Background: an optimization exercise with open tools, aiming at small area. Do not read the settings as production practice.
Only simulation tests tie the RTL to the original design; equivalence was not proved.
Power figures rest on the tool's default switching activity, not on a simulated workload.

==> flow/config.mk <==
export PLATFORM = sky130hd
export DESIGN_NAME = pwmcore
export DESIGN_NICKNAME = pwmcore
export VERILOG_FILES = /design/flow/design.v
export SDC_FILE = /design/flow/constraint.sdc
export NUM_CORES = 4
export LEC_CHECK = 0
export ABC_AREA = 1
export CAP_MARGIN = 30
export CORE_MARGIN = 2
export CORE_UTILIZATION = 50
export PLACE_DENSITY = 0.65
export SLEW_MARGIN = 20
==> flow/run.sh <==
#!/bin/bash
# synth_recipe.tcl (not shown) runs the flow's synth.tcl, then flattens the netlist and writes it again
# the make line also repeats each setting of config.mk as NAME=value (left out here)
make -C /OpenROAD-flow-scripts/flow DESIGN_CONFIG=/design/flow/config.mk WORK_HOME=/design/flow/orfs CLKGATE_MAP_FILE= SYNTH_SCRIPT=/design/flow/synth_recipe.tcl finish
==> flow/design.v <==
module pwmcore (
    input  wire        clk,
    input  wire        rst,           
    input  wire        cmd_valid,
    input  wire [31:0] cmd_word,
    output reg         resp_valid,
    output wire [31:0] resp_word,
    input  wire [7:0]  ev_in,
    output wire [3:0]  pin_h,
    output wire [3:0]  pin_l,
    output wire        irq_fault,
    output wire [3:0]  irq_match,
    output wire        irq_ovf
);
    reg [15:0] period;
    reg        direction;       
    reg        mode;            
    reg [9:0]  div;
    reg        enabled;
    reg [15:0] cnt;
    reg        phase;
    reg [9:0]  q;               
    reg        eqp;             
    reg [15:0] max_duty;
    reg [15:0] active0, active1, active2, active3;
    reg [15:0] pending0, pending1, pending2, pending3;
    reg [3:0]  raw;
    reg [3:0]  e;               
    reg [7:0]  dt_low0, dt_low1, dt_low2, dt_low3;
    reg [7:0]  dt_high0, dt_high1, dt_high2, dt_high3;
    reg [7:0]  dt_cnt0, dt_cnt1, dt_cnt2, dt_cnt3;
    reg        fstate;          
    reg        forced;
    reg        restart;         
    reg        safe;
    reg [7:0]  evmask;
    reg [3:0]  match;
    reg        ovf;
    reg        faultif;
    reg        cfgerr;
    reg [7:0]  ev_prev;
    reg        r_ill, r_cfe;
    reg [15:0] r_data;
    function cmp16(input [15:0] a, input [15:0] b, input ci);
        integer i; reg c;
        begin
            c = ci;
            for (i = 0; i < 16; i = i + 1)
                c = (a[i] & ~b[i]) | (a[i] & c) | (~b[i] & c);
            cmp16 = c;
        end
    endfunction
    function cmp9(input [8:0] a, input [8:0] b, input ci);
        integer i; reg c;
        begin
            c = ci;
            for (i = 0; i < 9; i = i + 1)
                c = (a[i] & ~b[i]) | (a[i] & c) | (~b[i] & c);
            cmp9 = c;
        end
    endfunction
    function [8:0] add8(input [7:0] a, input [7:0] b);
        integer i; reg c; reg [8:0] s;
        begin
            c = 1'b0;
            for (i = 0; i < 8; i = i + 1) begin
                s[i] = a[i] ^ b[i] ^ c;
                c = (a[i] & b[i]) | (a[i] & c) | (b[i] & c);
            end
            s[8] = c;
            add8 = s;
        end
    endfunction
    function [7:0] dec8(input [7:0] a);
        integer i; reg b; reg [7:0] s;
        begin
            b = 1'b1;
            for (i = 0; i < 8; i = i + 1) begin
                s[i] = a[i] ^ b;
                b = b & ~a[i];
            end
            dec8 = s;
        end
    endfunction
    function [9:0] dec10(input [9:0] a);
        integer i; reg b; reg [9:0] s;
        begin
            b = 1'b1;
            for (i = 0; i < 10; i = i + 1) begin
                s[i] = a[i] ^ b;
                b = b & ~a[i];
            end
            dec10 = s;
        end
    endfunction
    function [15:0] step16(input [15:0] a, input up);
        integer i; reg c; reg [15:0] s;
        begin
            c = 1'b1;
            for (i = 0; i < 16; i = i + 1) begin
                s[i] = a[i] ^ c;
                c = c & ~(a[i] ^ up);
            end
            step16 = s;
        end
    endfunction
    wire [3:0]  op  = cmd_word[31:28];
    wire [3:0]  idx = cmd_word[27:24];
    wire [15:0] w   = cmd_word[15:0];
    wire op_car  = (op == 4'h1);
    wire op_max  = (op == 4'h2);
    wire op_dt   = (op == 4'h3);
    wire op_flt  = (op == 4'h4);
    wire op_start= (op == 4'h5);
    wire op_stop = (op == 4'h6);
    wire op_wr   = (op == 4'h7);
    wire op_rd   = (op == 4'h8);
    wire op_fire = (op == 4'h9);
    wire op_clr  = (op == 4'hA);
    wire op_stat = (op == 4'hB);
    wire op_flg  = (op == 4'hC);
    wire op_ack  = (op == 4'hD);
    wire z27_24 = ~|cmd_word[27:24];
    wire z23_17 = ~|cmd_word[23:17];
    wire z16    = ~cmd_word[16];
    wire z15_10 = ~|cmd_word[15:10];
    wire z9_8   = ~|cmd_word[9:8];
    wire z7_0   = ~|cmd_word[7:0];
    wire idx_hi = cmd_word[27] | cmd_word[26];
    wire z23_16 = z23_17 & z16;
    wire z27_0  = z27_24 & z23_16 & z15_10 & z9_8 & z7_0;
    wire illegal =
        op_max  ? ~(z27_24 & z23_16) :
        op_dt   ? ~z23_16 | idx_hi :
        op_flt  ? ~(z23_16 & z15_10 & z9_8) | cmd_word[25] | cmd_word[24] :
        op_wr   ? ~z23_16 | idx_hi :
        op_rd   ? ~(z23_17 & z15_10 & z9_8 & z7_0) | idx_hi :
        op_fire ? ~(z23_16 & z15_10 & z9_8 & z7_0) | cmd_word[27] :
        op_ack  ? ~(z27_24 & z23_16 & z15_10) :
        (op_start | op_stop | op_clr | op_stat | op_flg) ? ~z27_0 :
        ~op_car;
    wire w_gt_max = cmp16(w, max_duty, 1'b0);                  
    wire w_ge_per = cmp16(w, period, 1'b1);                   
    wire [8:0] dtc = add8(cmd_word[15:8], cmd_word[7:0]);
    wire dtc_bad = ~|period[15:9] & cmp9(dtc, period[8:0], 1'b1);          
    wire [8:0] s0 = add8(dt_low0, dt_high0);
    wire [8:0] s1 = add8(dt_low1, dt_high1);
    wire [8:0] s2 = add8(dt_low2, dt_high2);
    wire [8:0] s3 = add8(dt_low3, dt_high3);
    wire car_dt_bad = ~|w[15:9] & (cmp9(s0, w[8:0], 1'b1) | cmp9(s1, w[8:0], 1'b1) |
                                   cmp9(s2, w[8:0], 1'b1) | cmp9(s3, w[8:0], 1'b1));
    wire max_val_bad = cmp16(active0, w, 1'b0) | cmp16(active1, w, 1'b0) |
                       cmp16(active2, w, 1'b0) | cmp16(active3, w, 1'b0) |
                       cmp16(pending0, w, 1'b0) | cmp16(pending1, w, 1'b0) |
                       cmp16(pending2, w, 1'b0) | cmp16(pending3, w, 1'b0);
    wire w_zero = ~|w;
    wire cfg_error =
        op_car   ? enabled | w_zero | ~|cmd_word[25:16] | ~w_gt_max | car_dt_bad :
        op_max   ? enabled | w_ge_per | max_val_bad :
        op_dt    ? enabled | dtc_bad :
        op_flt   ? enabled :
        op_wr    ? w_gt_max :
        op_start ? cfgerr :
        1'b0;
    wire cmd_ok = cmd_valid & ~illegal & ~cfg_error;
    wire cmd_cfe = cmd_valid & ~illegal & cfg_error;
    wire do_car  = cmd_ok & op_car;
    wire do_max  = cmd_ok & op_max;
    wire do_dt   = cmd_ok & op_dt;
    wire do_flt  = cmd_ok & op_flt;
    wire do_start= cmd_ok & op_start;
    wire do_stop = cmd_ok & op_stop;
    wire do_wr   = cmd_ok & op_wr;
    wire do_fire = cmd_ok & op_fire;
    wire do_clr  = cmd_ok & op_clr;
    wire do_ack  = cmd_ok & op_ack;
    wire [3:0] sel = {idx[1:0] == 2'd3, idx[1:0] == 2'd2, idx[1:0] == 2'd1, idx[1:0] == 2'd0};
    reg [15:0] duty_rd;
    always @(*) begin
        case ({cmd_word[16], idx[1:0]})
            3'd0: duty_rd = active0;
            3'd1: duty_rd = active1;
            3'd2: duty_rd = active2;
            3'd3: duty_rd = active3;
            3'd4: duty_rd = pending0;
            3'd5: duty_rd = pending1;
            3'd6: duty_rd = pending2;
            default: duty_rd = pending3;
        endcase
    end
    wire [15:0] flags_word = {2'b00, fstate, enabled, forced, cfgerr, faultif, ovf,
                              4'b0000, match};
    wire [15:0] rd_data = ({16{op_rd}} & duty_rd) |
                          ({16{op_flg}} & flags_word) |
                          {15'd0, op_stat & fstate};
    wire en1 = do_start | (enabled & ~do_stop);
    wire fire_hit = do_fire & evmask[idx[2:0]];
    wire fstate1  = fire_hit | (fstate & ~do_clr);
    wire forced1  = (fire_hit & ~fstate) | forced;
    wire [7:0] evmask1 = do_flt ? cmd_word[7:0] : evmask;
    wire [3:0] match1 = do_ack ? (match & ~cmd_word[3:0]) : match;
    wire ovf1     = ovf & ~(do_ack & cmd_word[8]);
    wire faultif1 = (fire_hit & ~fstate) | (faultif & ~(do_ack & cmd_word[9]));
    wire [3:0] wr = {4{do_wr}} & sel;
    wire tick = en1 & (q == 10'd1);
    wire cz  = (cnt == 16'd0);
    wire c1  = (cnt == 16'd1);
    wire up_s = mode ? (direction ? (~phase & ~eqp) : (phase | cz)) : direction;
    wire [15:0] inc = step16(cnt, up_s);
    wire inc_eqp = (inc == period);
    wire bnd = mode ? (direction ? (~up_s & c1) : (up_s & inc_eqp))
                    : (direction ? eqp : cz);
    wire wrap = ~mode & bnd;
    wire [15:0] cnt_t = wrap ? (direction ? 16'd0 : period) : inc;
    wire phase_t = mode & ~bnd & (direction ? ~up_s : up_s);
    wire eqp_t = wrap ? ~direction : inc_eqp;
    wire tick_b = tick & bnd;
    wire fstate2 = fstate1 & ~(tick_b & restart);
    wire forced2 = forced1 & ~(tick_b & ~fstate2);
    wire [15:0] act [0:3];
    wire [15:0] pen [0:3];
    wire [7:0]  dlo [0:3];
    wire [7:0]  dhi [0:3];
    wire [7:0]  dtc_r [0:3];
    assign act[0] = active0;  assign act[1] = active1;  assign act[2] = active2;  assign act[3] = active3;
    assign pen[0] = pending0; assign pen[1] = pending1; assign pen[2] = pending2; assign pen[3] = pending3;
    assign dlo[0] = dt_low0;  assign dlo[1] = dt_low1;  assign dlo[2] = dt_low2;  assign dlo[3] = dt_low3;
    assign dhi[0] = dt_high0; assign dhi[1] = dt_high1; assign dhi[2] = dt_high2; assign dhi[3] = dt_high3;
    assign dtc_r[0] = dt_cnt0; assign dtc_r[1] = dt_cnt1; assign dtc_r[2] = dt_cnt2; assign dtc_r[3] = dt_cnt3;
    wire [3:0] e_t, r_t, hit;
    wire [7:0] dt_t [0:3];
    wire [3:0] e_c, r_c;
    genvar g;
    generate
        for (g = 0; g < 4; g = g + 1) begin : g_ch
            wire pz  = wr[g] ? w_zero : ~|pen[g];
            wire az  = ~|act[g];
            wire enb = (inc == act[g]);
            assign e_t[g] = bnd ? (direction & pz) : enb;
            assign r_t[g] = bnd ? (direction & ~pz) :
                            (up_s ? (raw[g] & ~enb) : (raw[g] | e[g]));
            assign hit[g] = e_t[g] & ~phase_t;
            wire dz = ~|dtc_r[g];
            assign dt_t[g] = (r_t[g] != raw[g]) ? (r_t[g] ? dhi[g] : dlo[g]) :
                             (dz ? 8'd0 : dec8(dtc_r[g]));
            assign e_c[g] = cmd_word[27] & az;
            assign r_c[g] = cmd_word[27] & ~az;
        end
    endgenerate
    wire ev_latch = (|(ev_in & ~ev_prev & evmask1)) & ~fstate2;
    always @(posedge clk) begin
        r_ill  <= illegal;
        r_cfe  <= ~illegal & cfg_error;
        r_data <= illegal ? 16'd0 : rd_data;
    end
    wire nr = ~rst;
    wire [15:0] wz = w & {16{nr}};
    wire [15:0] pend0_n = wr[0] ? wz : (pending0 & {16{nr}});
    wire [15:0] pend1_n = wr[1] ? wz : (pending1 & {16{nr}});
    wire [15:0] pend2_n = wr[2] ? wz : (pending2 & {16{nr}});
    wire [15:0] pend3_n = wr[3] ? wz : (pending3 & {16{nr}});
    wire ld_cnt = do_car | tick | rst;      
    wire clr_dt = do_car | rst;
    wire [15:0] cnt_n = (do_car ? (cmd_word[27] ? 16'd0 : w) : cnt_t) | {16{rst}};
    always @(posedge clk) begin
        ev_prev    <= ev_in & {8{nr}};
        resp_valid <= cmd_valid & nr;
        cfgerr     <= (cfgerr | cmd_cfe) & nr;
        enabled    <= en1 & nr;
        if (do_car | rst) begin
            period    <= w | {16{rst}};
            direction <= cmd_word[27] & nr;
            mode      <= cmd_word[26] & nr;
            div       <= {cmd_word[25:17] & {9{nr}}, cmd_word[16] | rst};
        end
        if (do_max | rst) max_duty <= wz;
        if ((do_dt & sel[0]) | rst) begin dt_low0 <= wz[15:8]; dt_high0 <= wz[7:0]; end
        if ((do_dt & sel[1]) | rst) begin dt_low1 <= wz[15:8]; dt_high1 <= wz[7:0]; end
        if ((do_dt & sel[2]) | rst) begin dt_low2 <= wz[15:8]; dt_high2 <= wz[7:0]; end
        if ((do_dt & sel[3]) | rst) begin dt_low3 <= wz[15:8]; dt_high3 <= wz[7:0]; end
        if (do_flt | rst) begin
            restart <= cmd_word[27] & nr;
            safe    <= cmd_word[26] & nr;
            evmask  <= cmd_word[7:0] & {8{nr}};
        end
        pending0 <= pend0_n;
        pending1 <= pend1_n;
        pending2 <= pend2_n;
        pending3 <= pend3_n;
        if (tick_b | rst) begin
            active0 <= pend0_n;
            active1 <= pend1_n;
            active2 <= pend2_n;
            active3 <= pend3_n;
        end
        if (ld_cnt) begin
            cnt   <= cnt_n;
            phase <= ~do_car & phase_t & nr;
            eqp   <= rst | (do_car ? ~cmd_word[27] : eqp_t);
            raw   <= (do_car ? r_c : r_t) & {4{nr}};
            e     <= (do_car ? e_c : e_t) & {4{nr}};
            dt_cnt0 <= dt_t[0] & {8{~clr_dt}};
            dt_cnt1 <= dt_t[1] & {8{~clr_dt}};
            dt_cnt2 <= dt_t[2] & {8{~clr_dt}};
            dt_cnt3 <= dt_t[3] & {8{~clr_dt}};
        end
        if (do_car | en1 | rst)
            q <= rst ? 10'd1 : (do_car ? cmd_word[25:16] : (tick ? div : dec10(q)));
        match   <= (tick ? (match1 | hit) : match1) & {4{nr}};
        ovf     <= (tick_b | ovf1) & nr;
        fstate  <= (ev_latch | fstate2) & nr;
        forced  <= (ev_latch | forced2) & nr;
        faultif <= (ev_latch | faultif1) & nr;
    end
    assign resp_word = {r_ill | r_cfe, 1'b0, r_ill, r_cfe, 12'd0, r_data};
    wire [3:0] dtz = {~|dt_cnt3, ~|dt_cnt2, ~|dt_cnt1, ~|dt_cnt0};
    assign pin_h = forced ? {4{safe}} : ({4{enabled}} &  raw & dtz);
    assign pin_l = forced ? {4{safe}} : ({4{enabled}} & ~raw & dtz);
    assign irq_fault = faultif;
    assign irq_match = match;
    assign irq_ovf   = ovf;
endmodule
==> flow/constraint.sdc <==
create_clock -name core_clock -period 12.0 [get_ports {clk}]
set_input_delay 2.4000 -clock core_clock [delete_from_list [all_inputs] [get_ports {clk}]]
set_output_delay 2.4000 -clock core_clock [all_outputs]
set_load 0.01 [all_outputs]
==> results of run 1 <==
-- layout by cell type (no fill, tap or decap), drive strengths merged, types with 4 or more instances in the layout --
| master | n |
|---|---|
| nand2 | 652 |
| inv | 528 |
| edfxtp | 250 |
| nand3 | 201 |
| nor2 | 187 |
| o22ai | 171 |
| o21ai | 162 |
| dfxtp | 101 |
| clkdlybuf4s50 | 75 |
| a21oi | 70 |
| nand4 | 56 |
| buf | 51 |
| clkbuf | 50 |
| xor2 | 38 |
| ha | 38 |
| fa | 35 |
| nor4 | 27 |
| a22o | 22 |
| nor3 | 18 |
| clkinv | 18 |
| o221ai | 16 |
| o211ai | 16 |
| conb | 13 |
| a2111oi | 10 |
| o31ai | 8 |
| o2111ai | 8 |
| a221oi | 7 |
| xnor2 | 6 |
| nand3b | 5 |
| a22oi | 5 |
| a31oi | 4 |
| bufinv | 4 |
-- cells by family (layout without fill, tap and decap cells) --
group,Yosys count,after routing
compound gates,508,508
xor+xnor,44,44
fa+ha+maj,73,73
buf+inv,633,728
flops,351,351
other cells,1,14
simple gates,1150,1150
-- path summary, 6_finish.rpt --
kind,start,end,slack [ps],cells past startpoint
worst min-delay path,cfgerr,cfgerr,500,2
worst max register to register,dt_low2[1],active0[10],4760,24
worst min register to register,cfgerr,cfgerr,500,2
worst max-delay path,cmd_word[1],active0[10],2690,26
-- sequential cells by signal (all words and copies together), names as in the netlist, 10 cells and up --
register / flops
pending1: 16
pending2: 16
active1: 16
cnt: 16
q: 10
active2: 16
active3: 16
active0: 16
pending0: 16
pending3: 16
max_duty: 16
r_data: 16
div: 10
period: 16
-- metrics by stage --
stage          worst slack, ps  cells  utilization [%]  cell area [µm²]
6_report                  2690   3453             57.2            24700
4_1_cts                   2900   3449             57.1            24700
5_1_grt                   2310   3452             57.2            24700
3_5_place_dp              2340   3377             54.1            23300
3_3_place_gp              2450   3371             53.9            23300
2_1_floorplan             3360   2772                -            22000
-- routing by layer --
layer | vias up | share of wire (%)
met5 | - | 0.020
met4 | 2 | 4.4
met3 | 192 | 15
met2 | 1456 | 40
met1 | 9747 | 41
li1 | 9400 | -
-- critical path, cell delays in order --
cell,delay (ps)
clkdlybuf4s50_1,950
fa_1,320
inv_1,60
fa_1,400
fa_1,410
fa_1,410
fa_1,390
fa_1,400
fa_1,490
inv_1,40
o21ai_0,130
o221ai_1,130
nand2_1,80
nand2_1,40
nand2_1,60
nand2_1,40
nand2_1,70
nand2_1,90
nand2_1,160
nand2_1,180
o21ai_0,320
nand2_1,570
nor2_1,370
inv_1,110
nand2_2,60
buf_4,670
-- report_power, final --
part,switching (mW),internal (mW),leakage [nW]
Sequential,0.0575,1.38,3.30
Combinational,0.475,0.215,6.93
Clock,0.527,0.720,0.651
Total,1.06,2.31,10.9
-- final cells by class --
class	count	share of cell area, %
Timing Repair Buffer	127	4.64
Multi-Input combinational cell	1788	40.4
Clock inverter	22	1.07
Inverter	529	8.08
Antenna cell	1	0.0101
Clock buffer	50	4.28
Sequential cell	351	38.6
Tap cell	585	2.96
==> flow_metrics.env, run 1 <==
export IMPL_ys_types=57
export IMPL_clkTransAtPathRegs_ps=70
export IMPL_worst_ep_required_time_ps=12190
export IMPL_core_area_um2=43200
export IMPL_drt_iter0_markers=3037
export IMPL_die_w_um=213
export IMPL_fin_skew_ps=25.7
export IMPL_grt_busiest_layer="met1"
export IMPL_vias=20800
export IMPL_startpoint_type="input port"
export IMPL_worst_slew_pin_slew_ps=1070
export IMPL_io_pin_count=90
export IMPL_async_reset_ff_share_pct=0
export IMPL_fin_crit_sh_pct=77.6
export IMPL_drv_cap=0
export IMPL_status="no timing/DRC/antenna violations"
export IMPL_cts_max_level=2
export IMPL_wl_per_cell_um=25.5
export IMPL_cts_root_buf="clkbuf_16"
export IMPL_critPathArrivalTime_ps=9500
export IMPL_grt_overflow_total=0
export IMPL_met3_usage_pct=14.0
export IMPL_synth_xor_area_share_pct=1.76
export IMPL_crit_fanout=64
export IMPL_setup_viol=0
export IMPL_avgSynthCellArea_um2=7.94
export IMPL_worst_hold_slack_ps=497
export IMPL_nets=2952
export IMPL_relSlewSlack_pct=28.0
export IMPL_min_path_type="reg -> reg"
export IMPL_vdd_ir_drop_max_mv=0.135
export IMPL_seqCellArea_um2=9530
export IMPL_synth_compound_area_share_pct=14.3
export IMPL_p_total_mw=3.38
export IMPL_grtUsageMet1_pct=54.8
export IMPL_synth_top_family_by_area="simple AND/OR/NAND/NOR gates"
export IMPL_yosysSeqAreaShare_pct=43.5
export IMPL_cts_resized_gates=0
export IMPL_clock_sinks=351
export IMPL_multi_input_area_um2=9960
export IMPL_endpoint_kind="register"
export IMPL_leakage_nw=10.9
export IMPL_wl_mm=88.2
export IMPL_synth_mux_area_share_pct=0
export IMPL_grt_pass1_vias=19200
export IMPL_layout_drive_gt1_share_pct=6.56
export IMPL_viasPerCell=6.02
export IMPL_numCtsBuffers=39
export IMPL_cts_max_path_buffers=3
export IMPL_hold_viol=0
export IMPL_yosys_area_share_simple_pct=23.7
export IMPL_holdBufCountCts=0
export IMPL_rsz0062_at_grt="no"
export IMPL_postSynthCellCount=2760
export IMPL_setup_tns_ps=0
export IMPL_max_freq_ghz=0.107
export IMPL_netlist_area_um2=21900
export IMPL_rows=76
export IMPL_clk_latency_ps=590
export IMPL_yosys_warnings=1
export IMPL_initial_utilization_pct=50.8
export IMPL_yosysMostFrequentCell="nand2_1"
export IMPL_ys_flop_type="edfxtp_1"
export IMPL_nFillCells=4032
export IMPL_period_minus_slack_ps=9310
export IMPL_drt_first_pass_iters=6
export IMPL_synth_edf_count=250
export IMPL_place_hpwl_mm=67.2
export IMPL_synthAdderAreaFrac_pct=5.37
export IMPL_grt_first_pass_wirelength_mm=126
export IMPL_synth_largest_area_cell="edfxtp_1"
export IMPL_tritoncts="done"
export IMPL_grtUsageTotal_pct=38.7
export IMPL_io_buffers=76
export IMPL_path_class="in -> reg"
export IMPL_synthTopCellsByArea="edfxtp_1 (34%), nand2_1 (11%), dfxtp_1 (9.2%), inv_1 (8.8%), o22ai_1 (4.9%)"
export IMPL_area_delta_synth_final_pct=12.7
export IMPL_place_congestion=1.04
export IMPL_grt_max_degree=71
export IMPL_drc=0
export IMPL_synth_top_cell_area_share_pct=34.3
export IMPL_antenna_found_initial=2
export IMPL_grtUsageMet2_pct=53.4
export IMPL_synth_common_cells="nand2_1 (618), inv_1 (513), edfxtp_1 (250)"
export IMPL_die_area_um2=45500
export IMPL_antenna_left=0
export IMPL_ys_ff_latch=351
export IMPL_slew_violations=0
export IMPL_post_cts_buffers=0
export IMPL_cellPowerDensity_nw_per_um2=137
export IMPL_dieHeight_um=213
==> run 2: changes to the inputs <==
==> flow/flow/run.sh (new file) <==
#!/bin/bash
# Own layout flow: the standard flow, with one change: the ABC step of
# synthesis uses an area-oriented script (flow/area.abc) in place of ORFS's.
# Everything else (synthesis passes, registers, floorplan, PDN, placement,
# CTS, routing) is the standard flow as standard.sh runs it.
set -euo pipefail
W=$(pwd)
{
  echo "proc abc {args} {"
  echo "  set i [lsearch -exact \$args -script]"
  echo "  if {\$i >= 0} { lset args [expr {\$i + 1}] {$W/flow/area.abc} }"
  echo "  yosys abc {*}\$args"
  echo "}"
  cat synth_recipe.tcl
} > own_synth.tcl
grep -q "SYNTH_SCRIPT=[^ ]*synth_recipe.tcl" standard.sh
sed "s#SYNTH_SCRIPT=[^ ]*synth_recipe.tcl#SYNTH_SCRIPT=$W/own_synth.tcl#" standard.sh > own_standard.sh
bash own_standard.sh > own_flow.log 2>&1
==> flow/flow/area.abc (new file) <==
strash
dch -f
map -a
strash
dch -f
map -a
topo
stime -c
==> flow/standard.sh (new file) <==
#!/bin/bash
# synth_recipe.tcl (not shown) runs the flow's synth.tcl, then flattens the netlist and writes it again
# the make line also repeats each setting of config.mk as NAME=value (left out here)
make -C /OpenROAD-flow-scripts/flow DESIGN_CONFIG=/design/flow/config.mk WORK_HOME=/design/flow/orfs CLKGATE_MAP_FILE= SYNTH_SCRIPT=/design/flow/synth_recipe.tcl "${@:-finish}"
--- a/flow/config.mk
+++ b/flow/config.mk
@@ -9,5 +9,7 @@
 export CAP_MARGIN = 30
 export CORE_MARGIN = 2
 export CORE_UTILIZATION = 50
+export CTS_BUF_LIST = sky130_fd_sc_hd__clkbuf_4
+export CTS_CLUSTER_SIZE = 20
 export PLACE_DENSITY = 0.65
 export SLEW_MARGIN = 20
removed: flow/run.sh
==> flow_metrics.env, run 2 <==
export IMPL_crit_fanout=64
export IMPL_final_area_um2=22400
export IMPL_fin_crit_sh_pct=81.6
export IMPL_drc=0
export IMPL_switching_power_uw=950
export IMPL_critPathArrivalTime_ps=10240
export IMPL_p_int_mw=2.14
export IMPL_setup_tns_ps=0
export IMPL_cts_resized_gates=0
export IMPL_nets=2363
export IMPL_slew_violations=0
export IMPL_sw_frac_of_total_pct=30.8
export IMPL_yosysSeqAreaShare_pct=49.7
export IMPL_synthTopCellsByArea="edfxtp_1 (39%), dfxtp_1 (11%), clkinv_1 (6.2%), o22ai_1 (4.7%), o21ai_0 (3.9%)"
export IMPL_leakage_nw=7.85
export IMPL_power_frac_clock_pct=35.6
export IMPL_rows=71
export IMPL_ys_types=39
export IMPL_place_ws_ps=1830
export IMPL_place_area_um2=21100
export IMPL_synth_common_cells="clkinv_1 (318), edfxtp_1 (250), nor2_1 (197)"
export IMPL_synth_edf_count=250
export IMPL_synth_top_cell_area_share_pct=39.1
export IMPL_cts_max_path_buffers=3
export IMPL_dp_cells=2663
export IMPL_vdd_ir_drop_max_mv=0.117
export IMPL_hold_start="pending1[14]"
export IMPL_clkTransAtPathRegs_ps=80
export IMPL_place_congestion=1.01
export IMPL_grt_pass1_vias=17200
export IMPL_path_class="reg -> reg"
export IMPL_cts_root_buf="clkbuf_4"
export IMPL_avgSynthCellArea_um2=9.59
export IMPL_ys_ff_latch=351
export IMPL_io_pin_count=90
export IMPL_period_minus_slack_ps=9800
export IMPL_setup_viol=0
export IMPL_tritoncts="done"
export IMPL_startpoint_type="register"
export IMPL_min_path_type="reg -> reg"
export IMPL_netlist_area_um2=19200
export IMPL_timing_rr_start="cnt[5]"
export IMPL_layout_drive_gt1_share_pct=11.4
export IMPL_p_total_mw=3.09
export IMPL_synth_largest_area_cell="edfxtp_1"
export IMPL_postSynthCellCount=2001
export IMPL_layout_common_cells="clkinv_1 (334), edfxtp_1 (250), nor2_1 (192)"
export IMPL_grt_max_degree=65
export IMPL_timing_final_ws_setup_ps=2200
export IMPL_highest_layer="met4"
export IMPL_cpPeakStageDelay_ps=750
export IMPL_cts_max_level=3
export IMPL_async_reset_ff_share_pct=0
export IMPL_wl_per_cell_um=27.4
export IMPL_max_freq_ghz=0.102
export IMPL_area_delta_synth_final_pct=16.6
export IMPL_cellPowerDensity_nw_per_um2=138
export IMPL_ys_flop_type="edfxtp_1"
export IMPL_die_area_um2=39900
export IMPL_wl_mm=77.7
export IMPL_pwr_share_seq_pct=46.4
export IMPL_die_w_um=200
export IMPL_grt_first_pass_wirelength_mm=112
export IMPL_combPwrFrac_pct=18.1
export IMPL_place_hpwl_mm=57.2
export IMPL_grtUsageTotal_pct=39.3
export IMPL_rsz0062_at_grt="no"
export IMPL_dr_wl_met3_mm=10.0
export IMPL_fin_skew_ps=63.3
export IMPL_hold_viol=0
export IMPL_drt_iter0_markers=2692
export IMPL_dr_wl_met2_mm=32.7
export IMPL_post_cts_buffers=0
export IMPL_antenna_found_initial=4
export IMPL_instances_no_fill=2839
export IMPL_worst_ep_required_time_ps=12440
export IMPL_cp_slowest_cell="buf_4"
export IMPL_clk_latency_ps=860
export IMPL_status="no timing/DRC/antenna violations"
export IMPL_yosysMostFrequentCell="clkinv_1"
export IMPL_relSlewSlack_pct=30.8
export IMPL_holdBufCountCts=0
export IMPL_clock_sinks=351
export IMPL_antenna_left=0
export IMPL_viasPerCell=6.44
export IMPL_grt_overflow_total=0
export IMPL_cp_startpoint="cnt[5]"
export IMPL_met1_length_mm=30.8
export IMPL_vias=18300
export IMPL_numCtsBuffers=91
export IMPL_io_buffers=76
export IMPL_dieHeight_um=200
export IMPL_drt_first_pass_iters=8
export IMPL_path_common_cell="nor2_1"
export IMPL_final_common_cell="clkinv_1"
export IMPL_initial_utilization_pct=50.8
export IMPL_yosys_warnings=1
export IMPL_worst_slew_pin_slew_ps=1030
export IMPL_core_area_um2=37800
export IMPL_endpoint_kind="register"
export IMPL_drv_cap=0
==> run 2: cell types whose count changed in the layout (fill, tap and decap cells not counted), sizes merged, moves of 19 or more <==
cell and delta:
nor3 +25, nand3 -132, a22oi +66, o22ai -28, nand4 -19, inv -523
nand2 -496, clkbuf +94, o221ai +23, xor2 +37, buf +30, clkinv +320
a221oi +33
==> run 2: path summary, 6_finish.rpt <==
kind / to / cells after the start / slack, ps
worst max register to register: active1[15] / 36 / 2200
worst max-delay path: active1[15] / 36 / 2200
worst min-delay path: pending1[14] / 2 / 540
worst min register to register: pending1[14] / 2 / 540
==> run 2: metrics by stage <==
| stage | utilization, % | hold WS, ps |
|---|---|---|
| 3_5_place_dp | 55.9 | 524 |
| 5_1_grt | 59.3 | 556 |
| 4_1_cts | 59.2 | 531 |
| 2_1_floorplan | - | 464 |
| 3_3_place_gp | 55.9 | 516 |
| 6_report | 59.3 | 542 |
==> run 2: layout make-up <==
class / instances / area [µm²]
Tap cell: 511 / 639
Timing Repair Buffer: 156 / 1370
Inverter: 318 / 1190
Clock inverter: 28 / 148
Clock buffer: 144 / 1080
Multi-Input combinational cell: 1329 / 8410
Antenna cell: 2 / 5.00
Sequential cell: 351 / 9530
Fill cell: 3359 / 15400
==> run 2: per-layer routing <==
| metal | up-vias | track usage [%] |
|---|---|---|
| li1 | 8001 | - |
| met1 | 8705 | 53.8 |
| met2 | 1344 | 56.8 |
| met3 | 234 | 11.2 |
| met4 | 0 | 20.6 |
| met5 | - | 0.247 |
==> run 2: power groups by stage <==
stage / clock (mW) / sequential [mW] / combinational [mW]
final: 1.10 / 1.43 / 0.559
after detailed placement: 0 / 1.46 / 0.540
after floorplan: 0 / 1.44 / 0.334
after global placement: 0 / 1.45 / 0.529
after CTS: 1.11 / 1.43 / 0.543
after global routing: 1.17 / 1.44 / 0.603
==> run 2: critical path: cells and delay by family (launching register included) <==
family	cells	cell delay (ps)
simple gates	16	3260
buf+inv	8	2680
compound gates	10	2040
xor+xnor	2	890
flops	1	440
==> run 2: cells by family after synthesis <==
kind of cell,Yosys count,synth area share [%]
other cells,1,0.0195
flops,351,49.7
compound gates,605,20.7
buf+inv,333,6.81
fa+ha+maj,73,6.13
xor+xnor,92,4.20
simple gates,546,12.5
==> run 3: changes to the inputs <==
--- a/flow/config.mk
+++ b/flow/config.mk
@@ -9,7 +9,5 @@
 export CAP_MARGIN = 30
 export CORE_MARGIN = 2
 export CORE_UTILIZATION = 50
-export CTS_BUF_LIST = sky130_fd_sc_hd__clkbuf_4
-export CTS_CLUSTER_SIZE = 20
 export PLACE_DENSITY = 0.65
 export SLEW_MARGIN = 20
==> flow_metrics.env, run 3 <==
export IMPL_ys_flop_type="edfxtp_1"
export IMPL_dieHeight_um=200
export IMPL_yosys_warnings=1
export IMPL_yosysSeqAreaShare_pct=49.7
export IMPL_io_pin_count=90
export IMPL_clkTransAtPathRegs_ps=60
export IMPL_grt_pass1_vias=16800
export IMPL_drt_first_pass_iters=6
export IMPL_cts_max_level=2
export IMPL_place_congestion=1.01
export IMPL_place_ws_ps=1830
export IMPL_postSynthCellCount=2001
export IMPL_layout_drive_gt1_share_pct=7.69
export IMPL_nFillCells=3273
export IMPL_ys_ff_latch=351
export IMPL_synth_common_cells="clkinv_1 (318), edfxtp_1 (250), nor2_1 (197)"
export IMPL_relSlewSlack_pct=32.3
export IMPL_final_common_cell="clkinv_1"
export IMPL_wl_mm=77.2
export IMPL_timing_final_ws_setup_ps=2150
export IMPL_clk_latency_ps=570
export IMPL_io_buffers=76
export IMPL_tritoncts="done"
export IMPL_wl_per_cell_um=28.2
export IMPL_crit_fanout=13
export IMPL_die_area_um2=39900
export IMPL_path_class="in -> reg"
export IMPL_grtUsageTotal_pct=39.0
export IMPL_fin_crit_sh_pct=82.1
export IMPL_worst_ep_required_time_ps=12380
export IMPL_ys_types=39
export IMPL_core_area_um2=37800
export IMPL_antenna_found_initial=0
export IMPL_grt_overflow_total=0
export IMPL_async_reset_ff_share_pct=0
export IMPL_post_cts_buffers=0
export IMPL_clock_sinks=351
export IMPL_avgSynthCellArea_um2=9.59
export IMPL_drt_iter0_markers=2766
export IMPL_leakage_nw=7.78
export IMPL_rsz0062_at_grt="no"
export IMPL_min_path_type="reg -> reg"
export IMPL_cts_max_path_buffers=3
export IMPL_critPathArrivalTime_ps=10230
export IMPL_numCtsBuffers=39
export IMPL_max_freq_ghz=0.102
export IMPL_worst_slew_pin_slew_ps=1010
export IMPL_netlist_area_um2=19200
export IMPL_initial_utilization_pct=50.8
export IMPL_antenna_left=0
export IMPL_synthTopCellsByArea="edfxtp_1 (39%), dfxtp_1 (11%), clkinv_1 (6.2%), o22ai_1 (4.7%), o21ai_0 (3.9%)"
export IMPL_die_w_um=200
export IMPL_vdd_ir_drop_max_mv=0.136
export IMPL_setup_tns_ps=0
export IMPL_startpoint_type="input port"
export IMPL_cellPowerDensity_nw_per_um2=144
export IMPL_synth_top_cell_area_share_pct=39.1
export IMPL_drv_cap=0
export IMPL_vias=18000
export IMPL_holdBufCountCts=0
export IMPL_layout_common_cells="clkinv_1 (321), edfxtp_1 (250), nor2_1 (192)"
export IMPL_area_delta_synth_final_pct=17.1
export IMPL_cts_resized_gates=0
export IMPL_status="no timing/DRC/antenna violations"
export IMPL_grt_max_degree=65
export IMPL_endpoint_kind="register"
export IMPL_viasPerCell=6.59
export IMPL_place_hpwl_mm=57.2
export IMPL_period_minus_slack_ps=9850
export IMPL_grt_first_pass_wirelength_mm=111
export IMPL_setup_viol=0
export IMPL_synth_largest_area_cell="edfxtp_1"
export IMPL_synth_edf_count=250
export IMPL_nets=2311
export IMPL_yosysMostFrequentCell="clkinv_1"
export IMPL_hold_viol=0
export IMPL_slew_violations=0
export IMPL_rows=71
export IMPL_cts_root_buf="clkbuf_16"
export IMPL_fin_skew_ps=17.4
export IMPL_worst_hold_slack_ps=546
export IMPL_drc=0
[run 3: cell counts after synthesis]
No cell type changed its count.
[run 3: cell type report]
type,instances,area [µm²],share of cell area (%)
flip-flops and latches,351,9530,42.4
clock buffers,55,1170,5.21
diodes,1,2.50,0.0111
multi-input cells,1329,8410,37.4
well taps,511,639,2.85
inverters,318,1190,5.31
repair buffers,156,1370,6.10
clock inverters,16,151,0.674
[run 3: worst paths after layout]
kind | from | end | slack [ps] | cells after the start
max | cmd_word[0] | dt_cnt3[7] | 2150 | 28
min | pending2[11] | pending2[11] | 550 | 2
max reg2reg | cnt[5] | dt_cnt2[4] | 2260 | 40
min reg2reg | pending2[11] | pending2[11] | 550 | 2
[run 3: routing by layer]
metal	wire, µm	part of all wire (%)	GRT usage [%]
met1	30900	40	54.4
met2	32500	42	56.4
met3	9590	12	9.38
met4	4200	5.4	20.1
met5	0	0	0
[run 3: critical path, cell delays in order]
cell and delay (ps):
clkdlybuf4s50_1 900, ha_1 270, fa_1 170, clkinv_1 70, fa_1 400, fa_1 400
fa_1 410, fa_1 400, fa_1 400, fa_1 520, a22oi_1 80, a21oi_1 150
nor4_1 80, o22ai_1 170, a21oi_1 80, o21ai_0 360, nand2_1 220, clkinv_1 230
nand3_1 460, o21ai_0 680, nor2_1 90, nand2_1 130, nand2_1 150, clkinv_1 150
nor2_1 70, nor2_1 430, a21oi_1 120, a211oi_1 210
[run 3: per-stage QoR]
step | total power, mW | cells | instance area (µm²) | utilization [%]
global route | 3.34 | 2736 | 22500 | 59.5
global placement | 1.98 | 2662 | 21100 | 55.9
detailed placement | 1.99 | 2663 | 21100 | 55.9
floorplan | 1.77 | 2013 | 19200 | -
finish | 3.24 | 2737 | 22500 | 59.5
CTS | 3.23 | 2734 | 22400 | 59.4
[run 3: power breakdown]
| group | internal, mW | total, mW | switching [mW] |
|---|---|---|---|
| combinational | 0.195 | 0.558 | 0.364 |
| sequential | 1.38 | 1.43 | 0.0560 |
| clock | 0.745 | 1.25 | 0.507 |
| total | 2.32 | 3.24 | 0.926 |
[run 3: cell families (layout without fill, tap and decap cells)]
| family | after synthesis | count (layout) | synth area share [%] |
|---|---|---|---|
| DFF | 351 | 351 | 49.7 |
| adders and majority gates | 73 | 73 | 6.13 |
| xor gates and xnor gates | 92 | 92 | 4.20 |
| and+or+nand+nor | 546 | 546 | 12.5 |
| AOI/OAI and AO/OA | 605 | 605 | 20.7 |
| buffers and inverters | 333 | 545 | 6.81 |
| other | 1 | 14 | 0.0195 |
==> run 4: changes to the inputs <==
==> flow/flow/run.sh (replaced) <==
#!/bin/bash
# Own layout flow: the standard flow (standard.sh) with these changes:
#  - the ABC step of synthesis uses an area-oriented script (flow/area.abc);
#  - extra ORFS make variables from flow/make_args.txt (one per line):
#    the port buffers' cell and the clock tree options.
# Synthesis passes, registers, floorplan, PDN, placement and routing are
# otherwise the standard flow's. Each tool's log is in orfs/logs/; make's
# own output is in own_flow.log.
set -euo pipefail
W=$(pwd)
{
  echo "proc abc {args} {"
  echo "  set i [lsearch -exact \$args -script]"
  echo "  if {\$i >= 0} { lset args [expr {\$i + 1}] {$W/flow/area.abc} }"
  echo "  yosys abc {*}\$args"
  echo "}"
  cat synth_recipe.tcl
} > own_synth.tcl
grep -q "SYNTH_SCRIPT=[^ ]*synth_recipe.tcl" standard.sh
sed "s#SYNTH_SCRIPT=[^ ]*synth_recipe.tcl#SYNTH_SCRIPT=$W/own_synth.tcl#" standard.sh > own_standard.sh
extra=()
if [[ -f flow/make_args.txt ]]; then
  while IFS= read -r line; do
    [[ -n "$line" ]] && extra+=("$line")
  done < flow/make_args.txt
fi
# standard.sh passes its own arguments to make as the targets; put the
# extra variables first, then the target.
bash own_standard.sh "${extra[@]}" finish > own_flow.log 2>&1
==> flow/flow/make_args.txt (new file) <==
BUFFER_PORTS_ARGS=-buffer_cell sky130_fd_sc_hd__buf_1
CTS_ARGS=-sink_clustering_enable -repair_clock_nets -dont_use_dummy_load
==> flow_metrics.env, run 4 <==
export IMPL_status="no timing/DRC/antenna violations"
export IMPL_async_reset_ff_share_pct=0
export IMPL_tritoncts="done"
export IMPL_wl_mm=75.7
export IMPL_wl_per_cell_um=27.9
export IMPL_drv_cap=0
export IMPL_io_buffers=76
export IMPL_ys_types=39
export IMPL_yosysMostFrequentCell="clkinv_1"
export IMPL_dp_cells=2667
export IMPL_holdPathStages=2
export IMPL_setup_tns_ps=0
export IMPL_nFillCells=3428
export IMPL_drt_iter0_markers=2695
export IMPL_critPathArrivalTime_ps=9770
export IMPL_post_cts_buffers=0
export IMPL_instances_no_fill=2709
export IMPL_dieHeight_um=200
export IMPL_hold_start="pending1[0]"
export IMPL_cts_max_path_buffers=3
export IMPL_cellPowerDensity_nw_per_um2=139
export IMPL_place_hpwl_mm=57.2
export IMPL_min_to="pending1[0]"
export IMPL_die_w_um=200
export IMPL_holdBufCountCts=0
export IMPL_place_ws_ps=2120
export IMPL_postSynthCellCount=2001
export IMPL_clk_latency_ps=570
export IMPL_ys_ff_latch=351
export IMPL_yosys_warnings=1
export IMPL_cp_num_buf_inv=5
export IMPL_startpoint_type="input port"
export IMPL_avgSynthCellArea_um2=9.59
export IMPL_nets=2315
export IMPL_grt_overflow_total=0
export IMPL_cts_resized_gates=0
export IMPL_grtUsageTotal_pct=38.5
export IMPL_initial_utilization_pct=50.8
export IMPL_core_area_um2=37800
export IMPL_setup_viol=0
export IMPL_yosysSeqAreaShare_pct=49.7
export IMPL_grt_first_pass_wirelength_mm=111
export IMPL_synth_largest_area_cell="edfxtp_1"
export IMPL_timing_reg2reg_setup_slack_ps=3520
export IMPL_worst_slew_pin_slew_ps=1080
export IMPL_relSlewSlack_pct=27.4
export IMPL_viasPerCell=6.54
export IMPL_place_congestion=1.01
export IMPL_cpPeakStageDelay_ps=500
export IMPL_cts_max_level=2
export IMPL_synth_common_cells="clkinv_1 (318), edfxtp_1 (250), nor2_1 (197)"
export IMPL_leakage_nw=7.43
export IMPL_vias=17700
export IMPL_synthTopCellsByArea="edfxtp_1 (39%), dfxtp_1 (11%), clkinv_1 (6.2%), o22ai_1 (4.7%), o21ai_0 (3.9%)"
export IMPL_vdd_ir_drop_max_mv=0.130
export IMPL_cts_root_buf="clkbuf_16"
export IMPL_worst_ep_required_time_ps=12320
export IMPL_drt_first_pass_iters=9
export IMPL_min_path_type="reg -> reg"
export IMPL_place_area_um2=20700
export IMPL_antenna_left=0
export IMPL_crit_family="adder cells"
export IMPL_fin_skew_ps=21.0
export IMPL_clock_sinks=351
export IMPL_period_minus_slack_ps=9450
export IMPL_grt_pass1_vias=16700
export IMPL_timing_rr_start="cnt[5]"
export IMPL_rsz0062_at_grt="no"
export IMPL_endpoint_kind="register"
export IMPL_rr_worst_depth=40
export IMPL_io_pin_count=90
export IMPL_cp_slowest_cell="buf_1"
export IMPL_grt_max_degree=47
export IMPL_final_common_cell="clkinv_1"
export IMPL_antenna_found_initial=0
export IMPL_fin_crit_sh_pct=78.7
export IMPL_ys_flop_type="edfxtp_1"
export IMPL_slew_violations=0
export IMPL_drc=0
export IMPL_clkTransAtPathRegs_ps=50
export IMPL_area_delta_synth_final_pct=13.1
export IMPL_hold_viol=0
export IMPL_final_area_um2=21700
export IMPL_synth_edf_count=250
export IMPL_layout_drive_gt1_share_pct=7.01
export IMPL_netlist_area_um2=19200
export IMPL_numCtsBuffers=40
export IMPL_path_common_cell="fa_1"
export IMPL_layout_common_cells="clkinv_1 (316), edfxtp_1 (250), nor2_1 (193)"
export IMPL_crit_fanout=9
export IMPL_timing_final_ws_setup_ps=2550
export IMPL_rows=71
export IMPL_die_area_um2=39900
export IMPL_synth_top_cell_area_share_pct=39.1
export IMPL_r2r_end="dt_cnt0[3]"
export IMPL_max_freq_ghz=0.106
export IMPL_worst_hold_slack_ps=530
export IMPL_path_class="in -> reg"
==> run 4: cell types whose count changed in the layout (fill, tap and decap cells not counted), moves of 5 or more <==
| cell | delta |
|---|---|
| clkbuf_8 | -5 |
| clkdlybuf4s50_1 | -75 |
| buf_4 | +5 |
| clkinv_2 | -6 |
| buf_1 | +75 |
| clkinv_1 | -5 |
| clkbuf_1 | -7 |
==> run 4: worst reg2reg max path, delay by kind of cell, from the launching register on <==
| kind | cells | cell delay (ps) |
|---|---|---|
| and+or+nand+nor | 20 | 3810 |
| AOI/OAI and AO/OA | 11 | 1870 |
| buffers and inverters | 7 | 1810 |
| DFF | 1 | 430 |
| xor gates and xnor gates | 2 | 330 |
==> run 4: area by class of cell <==
type	count	area, µm²	share of cell area [%]
Multi-Input combinational cell	1329	8410	38.8
Inverter	318	1190	5.50
Tap cell	511	639	2.95
Sequential cell	351	9530	43.9
Clock buffer	40	1000	4.61
Timing Repair Buffer	159	922	4.25
Antenna cell	1	2.50	0.0115
==> run 4: worst max-delay path by stage <==
stage / to / cells past startpoint / from / slack, ps
after floorplan: phase / 20 / cmd_word[2] / 2260
after global placement: dt_cnt0[0] / 29 / cmd_word[0] / 2280
after detailed placement: dt_cnt2[3] / 29 / cmd_word[0] / 2120
after CTS: dt_cnt2[3] / 29 / cmd_word[0] / 2710
after global routing: dt_cnt2[4] / 30 / cmd_word[0] / 1970
final: dt_cnt2[5] / 29 / cmd_word[0] / 2550
==> run 4: cell families after synthesis <==
group | Yosys count | share of synthesized area [%]
compound gates | 605 | 20.7
xor+xnor | 92 | 4.20
fa+ha+maj | 73 | 6.13
buf+inv | 333 | 6.81
flops | 351 | 49.7
other cells | 1 | 0.0195
simple gates | 546 | 12.5
==> run 4: report_power, final <==
group	internal [mW]	total [mW]	leakage (nW)	switching (mW)
sequential	1.38	1.43	3.30	0.0546
combinational	0.184	0.542	3.64	0.358
clock	0.584	1.05	0.493	0.467
total	2.14	3.02	7.43	0.880
==> run 4: metrics by stage <==
stage | power [mW] | utilization, %
floorplan | 1.77 | -
global placement | 1.97 | 54.7
detailed placement | 1.98 | 54.8
CTS | 3.01 | 57.4
global route | 3.13 | 57.5
finish | 3.02 | 57.5
==> run 4: metal layers <==
layer / GRT usage, % / share of wire, %
met1: 55.3 / 41
met4: 16.7 / 4.8
met5: 0 / 0
met2: 55.7 / 42
met3: 8.79 / 12
==> run 5: changes to the inputs <==
==> flow/flow/make_args.txt (replaced) <==
BUFFER_PORTS_ARGS=-buffer_cell sky130_fd_sc_hd__buf_1
CTS_ARGS=-sink_clustering_enable -repair_clock_nets -dont_use_dummy_load -sink_clustering_size 30 -sink_clustering_max_diameter 80 -buf_list sky130_fd_sc_hd__clkbuf_16
==> flow_metrics.env, run 5 <==
export IMPL_status="no timing/DRC/antenna violations"
export IMPL_worst_hold_slack_ps=527
export IMPL_synth_largest_area_cell="edfxtp_1"
export IMPL_crit_fanout=9
export IMPL_grt_first_pass_wirelength_mm=110
export IMPL_sw_frac_of_total_pct=30.1
export IMPL_seqCellArea_um2=9530
export IMPL_grt_max_degree=47
export IMPL_endpoint_kind="register"
export IMPL_setup_tns_ps=0
export IMPL_startpoint_type="input port"
export IMPL_place_hpwl_mm=57.2
export IMPL_async_reset_ff_share_pct=0
export IMPL_fin_crit_sh_pct=79.0
export IMPL_leakage_nw=7.21
export IMPL_clk_latency_ps=590
export IMPL_die_area_um2=39900
export IMPL_cpPeakStageDelay_ps=510
export IMPL_critPathArrivalTime_ps=9800
export IMPL_wl_per_cell_um=27.8
export IMPL_clock_sinks=351
export IMPL_power_frac_clock_pct=26.9
export IMPL_grt_overflow_total=0
export IMPL_hold_viol=0
export IMPL_cp_num_buf_inv=5
export IMPL_vias=17600
export IMPL_pwr_share_seq_pct=53.0
export IMPL_tritoncts="done"
export IMPL_fin_skew_ps=89.3
export IMPL_die_w_um=200
export IMPL_yosys_warnings=1
export IMPL_holdBufCountCts=0
export IMPL_worst_slew_pin_slew_ps=1110
export IMPL_clkTransAtPathRegs_ps=70
export IMPL_wl_mm=74.9
export IMPL_post_cts_buffers=0
export IMPL_antenna_found_initial=2
export IMPL_cts_max_level=1
export IMPL_min_path_type="reg -> reg"
export IMPL_antenna_left=0
export IMPL_p_int_mw=1.88
export IMPL_synthTopCellsByArea="edfxtp_1 (39%), dfxtp_1 (11%), clkinv_1 (6.2%), o22ai_1 (4.7%), o21ai_0 (3.9%)"
export IMPL_crit_family="adder cells"
export IMPL_combPwrFrac_pct=20.1
export IMPL_relSlewSlack_pct=25.2
export IMPL_cts_resized_gates=0
export IMPL_viasPerCell=6.53
export IMPL_final_common_cell="clkinv_1"
export IMPL_drt_first_pass_iters=6
export IMPL_synth_top_cell_area_share_pct=39.1
export IMPL_nets=2297
export IMPL_io_pin_count=90
export IMPL_cellPowerDensity_nw_per_um2=127
export IMPL_ys_flop_type="edfxtp_1"
export IMPL_setup_viol=0
export IMPL_drt_iter0_markers=2678
export IMPL_numCtsBuffers=22
export IMPL_rows=71
export IMPL_area_delta_synth_final_pct=10.7
export IMPL_path_common_cell="fa_1"
export IMPL_period_minus_slack_ps=9490
export IMPL_io_buffers=76
export IMPL_netlist_area_um2=19200
export IMPL_worst_ep_required_time_ps=12310
export IMPL_yosysSeqAreaShare_pct=49.7
export IMPL_multi_input_area_um2=8410
export IMPL_max_freq_ghz=0.105
export IMPL_ys_types=39
export IMPL_vdd_ir_drop_max_mv=0.123
export IMPL_cts_max_path_buffers=3
export IMPL_initial_utilization_pct=50.8
export IMPL_layout_common_cells="clkinv_1 (316), edfxtp_1 (250), nor2_1 (193)"
export IMPL_grtUsageTotal_pct=37.9
export IMPL_ys_ff_latch=351
export IMPL_yosysMostFrequentCell="clkinv_1"
export IMPL_cp_slowest_cell="buf_1"
export IMPL_core_area_um2=37800
export IMPL_synth_edf_count=250
export IMPL_synth_common_cells="clkinv_1 (318), edfxtp_1 (250), nor2_1 (197)"
export IMPL_drc=0
export IMPL_place_congestion=1.01
export IMPL_switching_power_uw=810
export IMPL_avgSynthCellArea_um2=9.59
export IMPL_nFillCells=3481
export IMPL_layout_drive_gt1_share_pct=6.24
export IMPL_postSynthCellCount=2001
export IMPL_grt_pass1_vias=16600
export IMPL_slew_violations=0
export IMPL_drv_cap=0
export IMPL_dieHeight_um=200
export IMPL_path_class="in -> reg"
export IMPL_rsz0062_at_grt="no"
export IMPL_cts_root_buf="clkbuf_16"
[run 5: cell counts after synthesis]
No cell type changed its count.
[run 5: tightest hold or removal path, stage by stage (launching register included)]
cell and delay (ps):
dfxtp_1 310, clkinv_1 70, o22ai_1 90
[run 5: power by group through the flow]
stage               sequential (mW)  clock (mW)  combinational [mW]
floorplan                      1.44           0               0.334
global placement               1.45           0               0.516
detailed placement             1.45           0               0.524
CTS                            1.43       0.726               0.529
global route                   1.44       0.765               0.592
finish                         1.43       0.725               0.541
[run 5: per-layer routing]
layer	track usage [%]	vias up	wire length, µm
li1	-	7755	-
met1	55.2	8514	31200
met2	55.6	1103	31400
met3	7.49	185	8780
met4	15.4	4	3480
met5	0	-	32
[run 5: final timing paths]
check               from          end  slack, ps  cells past startpoint
min          pending1[0]  pending1[0]        530                      2
min reg2reg  pending1[0]  pending1[0]        530                      2
max reg2reg       cnt[5]   dt_cnt0[3]       3490                     40
max          cmd_word[0]   dt_cnt2[7]       2510                     30
[run 5: cell type report]
type,instances,share of cell area (%)
Multi-Input combinational cell,1329,39.6
Sequential cell,351,44.9
Timing Repair Buffer,159,4.34
Antenna cell,1,0.0118
Inverter,318,5.62
Tap cell,511,3.01
Clock buffer,22,2.59
[run 5: cells by family after synthesis]
logic type                 count (synthesis)  synth area share (%)
and+or+nand+nor                          546                  12.5
DFF                                      351                  49.7
adders and majority gates                 73                  6.13
AOI/OAI and AO/OA                        605                  20.7
buffers and inverters                    333                  6.81
other                                      1                0.0195
xor gates and xnor gates                  92                  4.20
[run 5: metrics by stage]
stage	setup slack [ps]	cells	utilization [%]	total power, mW	instance area, µm²
floorplan	2260	2013	-	1.77	19200
global placement	2280	2664	54.7	1.97	20600
detailed placement	2120	2667	54.8	1.98	20700
CTS	2700	2689	56.2	2.68	21200
global route	1970	2690	56.3	2.79	21200
finish	2510	2691	56.3	2.69	21200
==> run 6: changes to the inputs <==
==> flow/flow/make_args.txt (replaced) <==
BUFFER_PORTS_ARGS=-buffer_cell sky130_fd_sc_hd__buf_1
CTS_ARGS=-sink_clustering_enable -repair_clock_nets -dont_use_dummy_load -sink_clustering_size 16 -sink_clustering_max_diameter 60 -buf_list sky130_fd_sc_hd__clkbuf_8
--- a/flow/config.mk
+++ b/flow/config.mk
@@ -9,5 +9,6 @@
 export CAP_MARGIN = 30
 export CORE_MARGIN = 2
 export CORE_UTILIZATION = 50
+export GPL_TIMING_DRIVEN = 0
 export PLACE_DENSITY = 0.65
 export SLEW_MARGIN = 20
==> flow_metrics.env, run 6 <==
export IMPL_wl_mm=70.6
export IMPL_worst_slew_pin_slew_ps=1080
export IMPL_vdd_ir_drop_max_mv=0.0829
export IMPL_min_path_type="reg -> reg"
export IMPL_grt_max_degree=67
export IMPL_antenna_left=0
export IMPL_leakage_nw=7.07
export IMPL_io_pin_count=90
export IMPL_path_class="in -> reg"
export IMPL_grt_overflow_total=0
export IMPL_p_total_mw=2.57
export IMPL_endpoint_kind="register"
export IMPL_path_common_cell="fa_1"
export IMPL_nFillCells=3440
export IMPL_sw_frac_of_total_pct=30.8
export IMPL_drt_iter0_markers=2401
export IMPL_pwr_share_seq_pct=55.5
export IMPL_holdBufCountCts=0
export IMPL_cts_max_path_buffers=3
export IMPL_switching_power_uw=792
export IMPL_fin_skew_ps=94.4
export IMPL_setup_tns_ps=0
export IMPL_final_util_pct=56.0
export IMPL_relSlewSlack_pct=27.8
export IMPL_core_area_um2=37800
export IMPL_instances_no_fill=2666
export IMPL_netlist_area_um2=19200
export IMPL_dp_cells=2629
export IMPL_period_minus_slack_ps=11530
export IMPL_cp_slowest_cell="clkinv_1"
export IMPL_slew_violations=0
export IMPL_async_reset_ff_share_pct=0
export IMPL_crit_family="buffers and inverters"
export IMPL_cp_num_buf_inv=5
export IMPL_power_frac_clock_pct=23.8
export IMPL_synth_edf_count=250
export IMPL_synthTopCellsByArea="edfxtp_1 (39%), dfxtp_1 (11%), clkinv_1 (6.2%), o22ai_1 (4.7%), o21ai_0 (3.9%)"
export IMPL_clk_latency_ps=680
export IMPL_cts_max_level=1
export IMPL_numCtsBuffers=30
export IMPL_place_congestion=1.02
export IMPL_synth_largest_area_cell="edfxtp_1"
export IMPL_io_buffers=76
export IMPL_avgSynthCellArea_um2=9.59
export IMPL_drt_first_pass_iters=6
export IMPL_grtUsageTotal_pct=35.3
export IMPL_ys_types=39
export IMPL_die_area_um2=39900
export IMPL_crit_fanout=66
export IMPL_area_delta_synth_final_pct=10.1
export IMPL_final_area_um2=21100
export IMPL_seqCellArea_um2=9530
export IMPL_nets=2271
export IMPL_place_area_um2=20600
export IMPL_status="no timing/DRC/antenna violations"
export IMPL_rsz0062_at_grt="no"
export IMPL_ys_ff_latch=351
export IMPL_worst_ep_required_time_ps=12400
export IMPL_layout_common_cells="clkinv_1 (314), edfxtp_1 (250), nor2_1 (182)"
export IMPL_antenna_found_initial=4
export IMPL_grt_pass1_vias=16100
export IMPL_dieHeight_um=200
export IMPL_cellPowerDensity_nw_per_um2=122
export IMPL_yosysMostFrequentCell="clkinv_1"
export IMPL_vias=17400
export IMPL_drc=0
export IMPL_tritoncts="done"
export IMPL_max_freq_ghz=0.0867
export IMPL_cpPeakStageDelay_ps=770
export IMPL_wl_per_cell_um=26.5
export IMPL_place_hpwl_mm=52.2
export IMPL_critPathArrivalTime_ps=11930
export IMPL_layout_drive_gt1_share_pct=6.22
export IMPL_clkTransAtPathRegs_ps=110
export IMPL_combPwrFrac_pct=20.7
export IMPL_fin_crit_sh_pct=96.1
export IMPL_rows=71
export IMPL_yosys_warnings=1
export IMPL_startpoint_type="input port"
export IMPL_viasPerCell=6.53
export IMPL_setup_viol=0
export IMPL_multi_input_area_um2=8500
export IMPL_ys_flop_type="edfxtp_1"
export IMPL_p_int_mw=1.78
export IMPL_grt_first_pass_wirelength_mm=103
export IMPL_initial_utilization_pct=50.8
export IMPL_synth_top_cell_area_share_pct=39.1
export IMPL_synth_common_cells="clkinv_1 (318), edfxtp_1 (250), nor2_1 (197)"
export IMPL_cts_root_buf="clkbuf_8"
export IMPL_path_cells="buf_1, clkinv_1, fa_1, fa_1, fa_1, fa_1, fa_1, fa_1, a22oi_1, a21oi_1, nor4_1, o22ai_1, a21oi_1, o21ai_0, nand2_1, clkinv_1, nand2_1, clkinvlp_4, nor2_4, clkinv_4, a221oi_1"
export IMPL_final_common_cell="clkinv_1"
export IMPL_hold_viol=0
export IMPL_postSynthCellCount=2001
export IMPL_drv_cap=0
export IMPL_yosysSeqAreaShare_pct=49.7
export IMPL_clock_sinks=351
export IMPL_die_w_um=200
==> run 6: cell counts after synthesis <==
Identical to the previous run, type by type.
==> run 6: cell type report <==
class / count / share of cell area [%]
inverters: 318 / 5.72
diodes: 2 / 0.0237
multi-input cells: 1329 / 40.2
plain buffers: 15 / 0.533
clock buffers: 30 / 1.95
well taps: 511 / 3.03
flip-flops and latches: 351 / 45.1
repair buffers: 110 / 3.42
==> run 6: power by group through the flow <==
stage	logic, mW	registers (mW)	clock network, mW
2_1_floorplan	0.334	1.44	0
3_3_place_gp	0.487	1.45	0
3_5_place_dp	0.512	1.45	0
4_1_cts	0.515	1.43	0.614
5_1_grt	0.576	1.43	0.654
6_report	0.531	1.43	0.611
==> run 6: metrics by stage <==
stage	hold WS [ps]	setup WS, ps
5_1_grt	544	183
2_1_floorplan	464	2260
3_5_place_dp	510	-1010
3_3_place_gp	503	-3780
6_report	546	467
4_1_cts	529	106
==> run 6: kinds of logic after synthesis <==
family          count (synthesis)  synth area share [%]
compound gates                605                  20.7
xor+xnor                       92                  4.20
fa+ha+maj                      73                  6.13
buf+inv                       333                  6.81
flops                         351                  49.7
other cells                     1                0.0195
simple gates                  546                  12.5
==> run 6: metal layers <==
| layer | part of all wire (%) | global-route usage, % |
|---|---|---|
| met1 | 41 | 51.2 |
| met3 | 12 | 6.75 |
| met2 | 42 | 52.3 |
| met4 | 4.7 | 14.2 |
| met5 | 0 | 0 |
==> run 6: worst paths after layout <==
check          startpoint     endpoint  slack [ps]  cells after the start
max          cmd_word[10]       raw[0]         470                     21
min           pending1[0]  pending1[0]         550                      2
max reg2reg        cnt[5]   dt_cnt2[5]        2780                     39
min reg2reg   pending1[0]  pending1[0]         550                      2
==> run 6: what timing repair did <==
action | CTS | global route
resized for setup | 1 | 1
endpoints found under the setup margin | 61 | 1
buffers inserted | 0 | 0
==> run 6: worst register-to-register path, delay by kind of cell, from the launching register on <==
| family | cells | cell delay, ps |
|---|---|---|
| xor gates and xnor gates | 2 | 920 |
| AOI/OAI and AO/OA | 11 | 1920 |
| and+or+nand+nor | 19 | 3910 |
| buffers and inverters | 7 | 1700 |
| DFF | 1 | 440 |
==> run 7: changes to the inputs <==
==> flow/flow/make_args.txt (replaced) <==
BUFFER_PORTS_ARGS=-buffer_cell sky130_fd_sc_hd__buf_1
CTS_ARGS=-sink_clustering_enable -repair_clock_nets -dont_use_dummy_load -sink_clustering_size 16 -sink_clustering_max_diameter 60 -buf_list sky130_fd_sc_hd__clkbuf_8
GPL_KEEP_OVERFLOW=0
--- a/flow/config.mk
+++ b/flow/config.mk
@@ -9,6 +9,5 @@
 export CAP_MARGIN = 30
 export CORE_MARGIN = 2
 export CORE_UTILIZATION = 50
-export GPL_TIMING_DRIVEN = 0
 export PLACE_DENSITY = 0.65
 export SLEW_MARGIN = 20
==> flow_metrics.env, run 7 <==
export IMPL_slew_violations=0
export IMPL_timing_final_ws_setup_ps=519
export IMPL_cellPowerDensity_nw_per_um2=123
export IMPL_grt_first_pass_wirelength_mm=106
export IMPL_rsz0062_at_grt="no"
export IMPL_wl_per_cell_um=27.4
export IMPL_clock_sinks=351
export IMPL_final_common_cell="clkinv_1"
export IMPL_min_to="pending0[5]"
export IMPL_core_area_um2=37800
export IMPL_drt_first_pass_iters=6
export IMPL_cts_resized_gates=0
export IMPL_tritoncts="done"
export IMPL_yosysMostFrequentCell="clkinv_1"
export IMPL_cts_max_level=1
export IMPL_die_area_um2=39900
export IMPL_critPathArrivalTime_ps=11970
export IMPL_setup_viol=0
export IMPL_drt_iter0_markers=2348
export IMPL_period_minus_slack_ps=11480
export IMPL_async_reset_ff_share_pct=0
export IMPL_worst_ep_required_time_ps=12490
export IMPL_grtUsageTotal_pct=36.6
export IMPL_setup_tns_ps=0
export IMPL_vdd_ir_drop_max_mv=0.0920
export IMPL_place_congestion=1.04
export IMPL_hold_start="pending0[5]"
export IMPL_worst_slew_pin_slew_ps=1080
export IMPL_clkTransAtPathRegs_ps=110
export IMPL_place_ws_ps=238
export IMPL_grt_pass1_vias=16400
export IMPL_viasPerCell=6.60
export IMPL_switching_power_uw=799
export IMPL_sw_frac_of_total_pct=31.0
export IMPL_fin_skew_ps=79.2
export IMPL_drv_cap=0
export IMPL_nFillCells=3502
export IMPL_synth_largest_area_cell="edfxtp_1"
export IMPL_antenna_left=0
export IMPL_die_w_um=200
export IMPL_synthTopCellsByArea="edfxtp_1 (39%), dfxtp_1 (11%), clkinv_1 (6.2%), o22ai_1 (4.7%), o21ai_0 (3.9%)"
export IMPL_drc=0
export IMPL_place_hpwl_mm=54.3
export IMPL_min_path_type="reg -> reg"
export IMPL_io_pin_count=90
export IMPL_synth_common_cells="clkinv_1 (318), edfxtp_1 (250), nor2_1 (197)"
export IMPL_grt_overflow_total=0
export IMPL_cts_max_path_buffers=3
export IMPL_relSlewSlack_pct=27.8
export IMPL_fin_crit_sh_pct=95.7
export IMPL_antenna_found_initial=2
export IMPL_p_int_mw=1.78
export IMPL_crit_fanout=66
export IMPL_r2r_end="dt_cnt0[3]"
export IMPL_vias=17500
export IMPL_post_cts_buffers=0
export IMPL_endpoint_kind="register"
export IMPL_layout_common_cells="clkinv_1 (316), edfxtp_1 (250), nor2_1 (177)"
export IMPL_cts_root_buf="clkbuf_8"
export IMPL_grt_max_degree=67
export IMPL_timing_reg2reg_setup_slack_ps=2740
export IMPL_initial_utilization_pct=50.8
export IMPL_synth_top_cell_area_share_pct=39.1
export IMPL_synth_edf_count=250
export IMPL_status="no timing/DRC/antenna violations"
export IMPL_postSynthCellCount=2001
export IMPL_ys_flop_type="edfxtp_1"
export IMPL_max_freq_ghz=0.0871
export IMPL_rr_worst_depth=40
export IMPL_netlist_area_um2=19200
export IMPL_holdBufCountCts=0
export IMPL_pwr_share_seq_pct=55.4
export IMPL_nets=2256
export IMPL_numCtsBuffers=31
export IMPL_startpoint_type="input port"
export IMPL_wl_mm=72.5
export IMPL_area_delta_synth_final_pct=9.57
export IMPL_ys_types=39
export IMPL_io_buffers=76
export IMPL_leakage_nw=6.99
export IMPL_worst_hold_slack_ps=544
export IMPL_layout_drive_gt1_share_pct=5.75
export IMPL_avgSynthCellArea_um2=9.59
export IMPL_rows=71
export IMPL_yosysSeqAreaShare_pct=49.7
export IMPL_hold_viol=0
export IMPL_yosys_warnings=1
export IMPL_combPwrFrac_pct=20.7
export IMPL_ys_ff_latch=351
export IMPL_dieHeight_um=200
export IMPL_holdPathStages=2
export IMPL_power_frac_clock_pct=23.9
export IMPL_clk_latency_ps=690
export IMPL_timing_rr_start="cnt[8]"
export IMPL_path_class="in -> reg"
[run 7: cells by family (layout without fill, tap and decap cells)]
| logic type | after synthesis | after routing | synth area share [%] |
|---|---|---|---|
| AOI/OAI and AO/OA | 605 | 605 | 20.7 |
| other | 1 | 15 | 0.0195 |
| and+or+nand+nor | 546 | 546 | 12.5 |
| buffers and inverters | 333 | 458 | 6.81 |
| xor gates and xnor gates | 92 | 92 | 4.20 |
| DFF | 351 | 351 | 49.7 |
| adders and majority gates | 73 | 73 | 6.13 |
[run 7: routing by layer]
layer | part of all wire (%) | GRT usage, % | vias to the layer above
met5 | 0 | 0 | -
met4 | 5.2 | 16.6 | 0
met3 | 12 | 7.24 | 222
met2 | 42 | 54.2 | 1155
met1 | 41 | 52.0 | 8437
li1 | - | - | 7672
[run 7: worst max-delay path, cell delays in order]
cell	delay, ps
buf_1	680
clkinv_1	1030
fa_1	750
fa_1	390
fa_1	400
fa_1	400
fa_1	390
fa_1	460
a22oi_1	200
a21oi_1	90
nor4_1	290
o22ai_1	140
a21oi_1	180
o21ai_0	170
nand2_1	240
clkinv_1	290
nand2_1	760
clkinv_1	800
nor2_2	680
buf_8	250
clkinv_4	470
a221oi_1	450
[run 7: worst max-delay path by stage]
stage / startpoint / end / slack, ps / depth (start not counted)
detailed placement: cmd_word[2] / raw[0] / 240 / 22
floorplan: cmd_word[2] / phase / 2260 / 20
finish: cmd_word[2] / raw[0] / 520 / 22
CTS: cmd_word[2] / raw[0] / 900 / 22
global placement: cmd_word[2] / dt_cnt3[7] / -2350 / 21
global route: cmd_word[2] / e[2] / 140 / 22
[run 7: layout make-up]
| cell class | instances | area [µm²] | area share [%] |
|---|---|---|---|
| inverter | 318 | 1200 | 5.71 |
| multi-input combinational | 1329 | 8510 | 40.5 |
| tap | 511 | 639 | 3.04 |
| antenna | 2 | 5.00 | 0.0238 |
| clock buffer | 31 | 427 | 2.03 |
| timing repair buffer | 109 | 704 | 3.35 |
| sequential | 351 | 9530 | 45.3 |
[run 7: per-stage QoR]
step | instances | total power [mW] | util, % | cell area (µm²)
final | 2651 | 2.58 | 55.7 | 21000
after detailed placement | 2611 | 1.97 | 54.3 | 20500
after CTS | 2642 | 2.57 | 55.4 | 20900
after global routing | 2649 | 2.68 | 55.7 | 21000
after global placement | 2585 | 1.95 | 53.1 | 20000
after floorplan | 2013 | 1.77 | - | 19200
[run 7: power by group through the flow]
stage	Combinational, mW	Clock [mW]	Sequential, mW
2_1_floorplan	0.334	0	1.44
3_3_place_gp	0.493	0	1.46
3_5_place_dp	0.515	0	1.45
4_1_cts	0.518	0.626	1.43
5_1_grt	0.583	0.665	1.44
6_report	0.534	0.617	1.43

Re-timed with assumed drivers on the ports (clkbuf_16 on the clock, buf_2 on other inputs), run 7 has 0.539 ns of setup slack against 0.519 ns with ideal ports, and -0.162 ns once port delays also move by the mid clock arrival of 0.702 ns.
